From an optimization exercise on the open Yosys and OpenROAD flow, aimed at small area; shortcuts taken in it are not production practice. The RTL was checked by simulation tests, not by an equivalence proof against the original design. Power figures rest on the tool's default switching activity, not on a simulated workload.

== before ==
Design isa_core, start of the top module:
module isa_core (
    input  wire         clk,
    input  wire         rst,
    output wire         mem_req,
    output wire         mem_we,
    output wire [15:0]  mem_addr,
    output wire [15:0]  mem_wdata,
    input  wire [15:0]  mem_rdata,
    input  wire         mem_ready,
    input  wire         bp_we,
    input  wire [1:0]   bp_idx,
    input  wire         bp_valid,
    input  wire [17:0]  bp_addr,
    output wire         halted,
    output wire         bp_hit,
    output wire [17:0]  pc,
    output wire         flag_z,
    output wire         flag_n,
    output wire         flag_c,
    output wire [31:0]  icount,
    output wire [127:0] regs
);
    localparam [2:0] S_F   = 3'd0,
                     S_M   = 3'd1,
                     S_H   = 3'd2,
                     S_CLR = 3'd3,
                     S_E   = 3'd4,
                     S_EF  = 3'd5,
                     S_W   = 3'd6,
                     S_WS  = 3'd7;
    reg [2:0]  state;
    reg [3:0]  cnt;
    reg [15:0] ir;
    reg [15:0] ar;
    reg [15:0] pc_lo;
    reg        pc16;
    reg [31:0] ic;
    reg        z_r, n_r, c_r;
    reg        cy, pcy, icy;
    reg [15:0] rf [0:7];
    reg [16:0] bp_a [0:3];
    wire [16:0] pc_r = {pc16, pc_lo};
    wire        bp_ok = bp_valid && (bp_addr[17] == (bp_addr[16] && bp_addr[15]));
    wire [16:0] bp_w  = bp_ok ? bp_addr[16:0] : {3'b101, bp_addr[13:0]};
    integer b;
    always @(posedge clk) begin
        for (b = 0; b < 4; b = b + 1) begin
            if (bp_we) begin
                if (bp_idx == b[1:0])
  ...
Size in the first run: ~290 flip-flops, roughly 260 I/O pins.
Settings: LEC_CHECK=0, CAP_MARGIN=20, CORE_MARGIN=2, CORE_UTILIZATION=78, SLEW_MARGIN=20; clock period 10.0 ns.
standard.sh (not shown) runs the stock make flow with config.mk's settings and CLKGATE_MAP_FILE= SYNTH_SCRIPT=/design/flow/synth_recipe.tcl, a recipe that flattens the netlist after the stock synthesis.
==> flow/flow/run.sh <==
#!/bin/bash
set -euo pipefail
here=$(pwd)
bash standard.sh \
  REMOVE_ABC_BUFFERS=1 \
  "POST_FLOORPLAN_TCL=$here/flow/downsize.tcl" \
  'BUFFER_PORTS_ARGS=-buffer_cell sky130_fd_sc_hd__buf_1' \
  'CTS_ARGS=-sink_clustering_enable -repair_clock_nets -buf_list sky130_fd_sc_hd__clkbuf_4 -dont_use_dummy_load -sink_clustering_size 9 -sink_clustering_max_diameter 80' \
  finish > flow.log 2>&1
==> flow/flow/downsize.tcl <==
# POST_FLOORPLAN hook: size each combinational cell down to the smallest
# drive strength of its family. The resize step's repair_design sizes cells
# up again where slew or capacitance need it; timing has ample slack.
set db [ord::get_db]
set n 0
foreach inst [[ord::get_db_block] getInsts] {
  set m [[$inst getMaster] getName]
  if {![regexp {^(sky130_fd_sc_hd__[a-z0-9]+)_([0-9]+)$} $m -> base drv]} { continue }
  if {[regexp {df|dl|clkbuf|clkinv|tap|conb|fill|decap|probe} $base]} { continue }
  set w [[$inst getMaster] getWidth]
  foreach s {0 1} {
    set cand ${base}_$s
    if {$cand eq $m} { break }
    set cm [$db findMaster $cand]
    if {$cm ne "NULL" && $cm ne "" && [$cm getWidth] < $w} {
      replace_cell [$inst getName] $cand
      incr n
      break
    }
  }
}
puts "downsize: replaced $n cells"
Relative to before, the following input files were edited for after:
- changing CORE_UTILIZATION from 78 to 65
==> flow/flow/run.sh <==
#!/bin/bash
set -euo pipefail
here=$(pwd)
bash standard.sh \
  REMOVE_ABC_BUFFERS=1 \
  "POST_FLOORPLAN_TCL=$here/flow/downsize.tcl" \
  'BUFFER_PORTS_ARGS=-buffer_cell sky130_fd_sc_hd__buf_1' \
  'CTS_ARGS=-sink_clustering_enable -repair_clock_nets -buf_list sky130_fd_sc_hd__clkbuf_4 -dont_use_dummy_load -sink_clustering_size 10 -sink_clustering_max_diameter 60' \
  finish > flow.log 2>&1
### Flow results
after vs before: hold slack up. Looking at before and after, the fraction of area in registers is a wash. The launch point of the worst path comes out pc_lo[15]$_DFFE_PN_ in one run and ir[15]$_DFFE_PP_ in the other, namely in before and after respectively. Layout net count down 0.39% in after wrt before.

---

isa_core, a different RTL version from the one above (not shown whole).
Size in the first run: about 300 flip-flops, ~260 I/O pins, roughly 12,000 um2 of cells after synthesis.
export LEC_CHECK = 0
export CAP_MARGIN = 20
export CORE_MARGIN = 2
export CORE_UTILIZATION = 65
export SLEW_MARGIN = 20
create_clock -name core_clock -period 10.0 [get_ports {clk}]
==> flow/flow/run.sh <==
#!/bin/bash
set -euo pipefail
bash standard.sh \
  'BUFFER_PORTS_ARGS=-buffer_cell sky130_fd_sc_hd__buf_1' \
  'CTS_ARGS=-sink_clustering_enable -repair_clock_nets -buf_list sky130_fd_sc_hd__clkbuf_8 -dont_use_dummy_load -sink_clustering_size 15 -sink_clustering_max_diameter 100' \
  finish > flow.log 2>&1
Change:
==> flow/flow/run.sh (replaced) <==
#!/bin/bash
set -euo pipefail
bash standard.sh \
  'BUFFER_PORTS_ARGS=-buffer_cell sky130_fd_sc_hd__buf_1' \
  'CTS_ARGS=-sink_clustering_enable -repair_clock_nets -buf_list sky130_fd_sc_hd__clkbuf_4 -dont_use_dummy_load' \
  finish > flow.log 2>&1
--- a/flow/config.mk
+++ b/flow/config.mk
@@ -9,3 +9,3 @@
 export CORE_MARGIN = 2
-export CORE_UTILIZATION = 65
+export CORE_UTILIZATION = 40
 export SLEW_MARGIN = 20
=> Routed wire length grows by 6.3%. Design area grows by 3.6%. Total power grows by 11%.
Change:
==> flow/run.sh (new file) <==
#!/bin/bash
# synth_recipe.tcl (not shown) runs the flow's synth.tcl, then flattens the netlist and writes it again
# the make line also repeats each setting of config.mk as NAME=value (left out here)
make -C /OpenROAD-flow-scripts/flow DESIGN_CONFIG=/design/flow/config.mk WORK_HOME=/design/flow/orfs CLKGATE_MAP_FILE= SYNTH_SCRIPT=/design/flow/synth_recipe.tcl finish
removed: flow/flow/run.sh
removed: flow/standard.sh
The new run produced a clean layout.
Setup slack is worse by 0.21 ns.
Register-to-register slack is better by 0.10 ns.
Clock power rose by 52%.
Final area rose by 15%.
Final cell count fell by 1.3%.
Total power rose by 19%.
Combinational power rose by 22%.
Wire length rose by 3.6%.
Synthesized cell count stays the same.
Change:
==> flow/flow/run.sh (new file) <==
#!/bin/bash
set -euo pipefail
bash standard.sh \
  'BUFFER_PORTS_ARGS=-buffer_cell sky130_fd_sc_hd__buf_1' \
  'CTS_ARGS=-sink_clustering_enable -repair_clock_nets -buf_list sky130_fd_sc_hd__clkbuf_8 -dont_use_dummy_load -sink_clustering_size 15 -sink_clustering_max_diameter 100' \
  finish > flow.log 2>&1
==> flow/standard.sh (new file) <==
#!/bin/bash
# synth_recipe.tcl (not shown) runs the flow's synth.tcl, then flattens the netlist and writes it again
# the make line also repeats each setting of config.mk as NAME=value (left out here)
make -C /OpenROAD-flow-scripts/flow DESIGN_CONFIG=/design/flow/config.mk WORK_HOME=/design/flow/orfs CLKGATE_MAP_FILE= SYNTH_SCRIPT=/design/flow/synth_recipe.tcl "${@:-finish}"
removed: flow/run.sh
The changed run finished with timing, DRC and antenna clean. Fmax rose by 6.0%. Flip-flop and latch count is unchanged. Die area stays the same. Setup slack improves by 0.28 ns. Hold slack degrades by 0.041 ns. Critical path depth stays the same. First-iteration DRC count falls by 13%.

---

The RTL this note starts from:
==> flow/design.v <==
module isa_core (
    input  wire         clk,
    input  wire         rst,
    output wire         mem_req,
    output wire         mem_we,
    output wire [15:0]  mem_addr,
    output wire [15:0]  mem_wdata,
    input  wire [15:0]  mem_rdata,
    input  wire         mem_ready,
    input  wire         bp_we,
    input  wire [1:0]   bp_idx,
    input  wire         bp_valid,
    input  wire [17:0]  bp_addr,
    output wire         halted,
    output wire         bp_hit,
    output wire [17:0]  pc,
    output wire         flag_z,
    output wire         flag_n,
    output wire         flag_c,
    output wire [31:0]  icount,
    output wire [127:0] regs
);
    localparam [2:0] S_F   = 3'd0,
                     S_M   = 3'd1,
                     S_H   = 3'd2,
                     S_CLR = 3'd3,
                     S_E   = 3'd4,
                     S_EF  = 3'd5,
                     S_W   = 3'd6,
                     S_WS  = 3'd7;
    reg [2:0]  state;
    reg [3:0]  cnt;
    reg [15:0] ir;
    reg [15:0] ar;
    reg [15:0] pc_lo;
    reg        pc16;
    reg [31:0] ic;
    reg        z_r, n_r, c_r;
    reg        cy, pcy, icy;
    reg [15:0] rf [0:7];
    reg [16:0] bp_a [0:3];
    wire [16:0] pc_r = {pc16, pc_lo};
    wire        bp_ok = bp_valid && (bp_addr[17] == (bp_addr[16] && bp_addr[15]));
    wire [16:0] bp_w  = bp_ok ? bp_addr[16:0] : {3'b101, bp_addr[13:0]};
    integer b;
    always @(posedge clk) begin
        for (b = 0; b < 4; b = b + 1) begin
            if (bp_we) begin
                if (bp_idx == b[1:0])
                    bp_a[b] <= bp_w;
            end else if (rst) begin
                bp_a[b][16:14] <= 3'b101;
            end
        end
    end
    wire bp_match = (bp_a[0] == pc_r) || (bp_a[1] == pc_r) ||
                    (bp_a[2] == pc_r) || (bp_a[3] == pc_r);
    wire pc_ok    = !pc16 && (pc_lo != 16'hFFFF);
    wire st_clr = (state == S_CLR);
    wire st_f   = (state == S_F);
    wire st_e   = state[2] && !state[1];
    wire st_m   = (state == S_M);
    wire st_w   = state[2] && state[1];
    wire halted_r = (state == S_H);
    wire [3:0] op  = (state == S_EF) ? 4'h0 : ir[15:12];
    wire [2:0] rd  = ir[11:9];
    wire [2:0] rs1 = ir[8:6];
    wire [2:0] rs2 = ir[5:3];
    wire is_add  = (op == 4'h1);
    wire is_sub  = (op == 4'h2);
    wire is_and  = (op == 4'h3);
    wire is_or   = (op == 4'h4);
    wire is_ld   = (op == 4'h6);
    wire is_st   = (op == 4'h7);
    wire is_jmp  = (op == 4'h8);
    wire is_brz  = (op == 4'h9);
    wire is_halt = (op == 4'hA);
    wire is_alu  = (op >= 4'h1) && (op <= 4'h5);
    wire is_rr   = (op >= 4'h1) && (op <= 4'h4);
    wire is_mem  = is_ld || is_st;
    wire busy   = state[2] || st_clr;            
    wire first  = (cnt == 4'd0);
    wire last   = (cnt == 4'd15);
    wire [3:0] ilim  = ir[15] ? 4'd9 : 4'd5;
    wire       i_bit = ir[(cnt < ilim) ? cnt : ilim];
    wire [2:0] bsel = is_st ? rd : rs2;
    wire a_bit  = rf[rs1][0];
    wire b_reg  = rf[bsel][0];
    wire b_op   = is_rr ? b_reg : i_bit;
    wire b_eff  = b_op ^ is_sub;
    wire cin    = first ? is_sub : cy;
    wire sum    = a_bit ^ b_eff ^ cin;
    wire cout   = (a_bit & b_eff) | (a_bit & cin) | (b_eff & cin);
    wire res    = is_and ? (a_bit & b_reg) : is_or ? (a_bit | b_reg) : sum;
    wire take    = is_jmp || (is_brz && z_r);
    wire pc_off  = st_e && take;
    wire pc_add  = (st_e && (is_mem || is_halt)) ? 1'b0 :
                   pc_off ? i_bit :
                   (cnt == 4'd1);
    wire pcin    = (first || (st_e && is_mem)) ? 1'b0 : pcy;
    wire pc_sum  = pc_lo[0] ^ pc_add ^ pcin;
    wire pc_cout = (pc_lo[0] & pc_add) | (pc_lo[0] & pcin) | (pc_add & pcin);
    wire pc_in   = st_clr ? 1'b0 : pc_sum;
    wire pc16_next = pc16 ^ pc_cout ^ (pc_off && ir[9]);
    wire icin = first ? 1'b1 : icy;
    wire ic_s0 = ic[0] ^ icin;
    wire ic_c1 = ic[0] & icin;
    wire ic_s1 = ic[1] ^ ic_c1;
    wire ic_c2 = ic[1] & ic_c1;
    wire ld_wr = (state == S_W) && is_ld;
    wire swap  = (st_e || st_w) && is_st;
    wire wbit  = st_clr ? 1'b0 : (st_e && is_alu) ? res : ld_wr ? ar[0] : rf[7][0];
    wire wen   = (st_e && is_alu) || ld_wr || swap;
    integer i;
    always @(posedge clk) begin
        if (busy) begin
            for (i = 0; i < 8; i = i + 1) begin
                if (st_clr || (wen && rd == i[2:0]))
                    rf[i] <= {wbit, rf[i][15:1]};
                else if (i == 7 && swap)
                    rf[i] <= {b_reg, rf[i][15:1]};
                else
                    rf[i] <= {rf[i][0], rf[i][15:1]};
            end
        end
    end
    always @(posedge clk) begin
        if (busy) begin
            pc_lo <= {pc_in, pc_lo[15:1]};
            pcy   <= (st_e && is_mem) ? ((first | pcy) & res) : pc_cout;
            if (last)
                pc16 <= !st_clr && pc16_next;
        end
        if (busy)
            ar <= {(st_e && is_mem) ? res : pc_in, ar[15:1]};
        else if (st_m && is_ld && mem_ready)
            ar <= mem_rdata;
        if (st_clr || st_e) begin
            ic  <= {st_clr ? 2'b00 : {ic_s1, ic_s0}, ic[31:2]};
            icy <= ic_c2;
        end
        if (st_e)
            cy <= cout;
        if (st_f && mem_ready)
            ir <= mem_rdata;
    end
    always @(posedge clk) begin
        if (rst) begin
            state    <= S_CLR;
            cnt      <= 4'd0;
            z_r      <= 1'b0;
            n_r      <= 1'b0;
            c_r      <= 1'b0;
        end else begin
            if (busy)
                cnt <= cnt + 4'd1;
            if (st_e && is_alu) begin
                z_r <= (first | z_r) & !res;
                n_r <= res;
                if (is_add && last)
                    c_r <= cout;
            end
            case (state)
                S_CLR: if (last) state <= S_F;
                S_F: begin
                    if (!bp_match) begin
                        if (!pc_ok)
                            state <= S_EF;
                        else if (mem_ready)
                            state <= S_E;
                    end
                end
                S_E, S_EF: begin
                    if (last) begin
                        if (is_mem) begin
                            state <= (pcy && res) ? (is_ld ? S_WS : S_W) : S_M;
                        end else begin
                            state <= (is_halt || state == S_EF) ? S_H : S_F;
                        end
                    end
                end
                S_M: if (mem_ready) state <= S_W;
                S_W, S_WS: if (last) state <= S_F;
                default: ;
            endcase
        end
    end
    assign mem_req   = 1'b1;
    assign mem_we    = st_m && is_st;
    assign mem_addr  = ar;
    assign mem_wdata = rf[7];
    assign halted = halted_r;
    assign bp_hit = st_f && bp_match;
    assign pc     = {pc16 && pc_lo[15], pc_r};
    assign flag_z = z_r;
    assign flag_n = n_r;
    assign flag_c = c_r;
    assign icount = ic;
    genvar g;
    generate
        for (g = 0; g < 8; g = g + 1) begin : g_regs
            assign regs[16*g +: 16] = rf[g];
        end
    endgenerate
endmodule
export LEC_CHECK = 0
export CAP_MARGIN = 20
export CORE_MARGIN = 2
export CORE_UTILIZATION = 65
export SLEW_MARGIN = 20
create_clock -name core_clock -period 10.0 [get_ports {clk}]
==> flow/flow/run.sh <==
#!/bin/bash
set -euo pipefail
here=$(pwd)
bash standard.sh \
  REMOVE_ABC_BUFFERS=1 \
  "POST_FLOORPLAN_TCL=$here/flow/downsize.tcl" \
  'BUFFER_PORTS_ARGS=-buffer_cell sky130_fd_sc_hd__buf_1' \
  'CTS_ARGS=-sink_clustering_enable -repair_clock_nets -buf_list sky130_fd_sc_hd__clkbuf_4 -dont_use_dummy_load -sink_clustering_size 9 -sink_clustering_max_diameter 80' \
  finish > flow.log 2>&1
Scripts as last shown in full above: flow/flow/downsize.tcl
The first run finished clean.
Then changed:
==> flow/flow/run.sh (replaced) <==
#!/bin/bash
set -euo pipefail
bash standard.sh \
  'BUFFER_PORTS_ARGS=-buffer_cell sky130_fd_sc_hd__buf_1' \
  'CTS_ARGS=-sink_clustering_enable -repair_clock_nets -buf_list sky130_fd_sc_hd__clkbuf_4 -dont_use_dummy_load -sink_clustering_size 10 -sink_clustering_max_diameter 60' \
  finish > flow.log 2>&1
removed: flow/flow/downsize.tcl
What happened: Maximum frequency climbs by a few percent. Die area stays the same. Cell count is lower slightly. Via count falls slightly. Worst setup slack gets better by 0.20 ns. Critical path depth falls by 10.

## what the ideal ports hide
The results above use ideal ports. As a check the final layouts listed here were re-extracted and re-timed, cells and wires unchanged. Step 1, drivers: a clkbuf_16 drives clk and a buf_2 each remaining input, both assumed. Step 2 adds t to the input delays and takes it off the output delays; t is the mean of the earliest and latest rising clock arrival at the registers after step 1. Input paths then give back, and output paths get back, about the clock's delay inside the block. Three values: ideal, step 1, step 2; two values: the first two.
run	shift t [ns]	setup WS [ns]	worst data-port slew with drivers (ns)
before	0.653	5.014 / 4.972 / 5.180	0.05
after	0.649	5.166 / 5.166 / 5.166	0.05
the first run of note 2	0.556	5.260 / 5.221 / 5.626	0.06
the second run of note 2	0.686	5.286 / 5.242 / 5.840	0.08
the third run of note 2	0.548	5.073 / 5.021 / 5.569	0.08
the fourth run of note 2	0.589	5.351 / 5.306 / 5.827	0.07
the first run of note 3	0.639	5.182 / 5.182 / 5.182	0.06
the second run of note 3	0.657	5.377 / 5.341 / 5.467	0.05
After both steps every run listed still meets setup and hold.
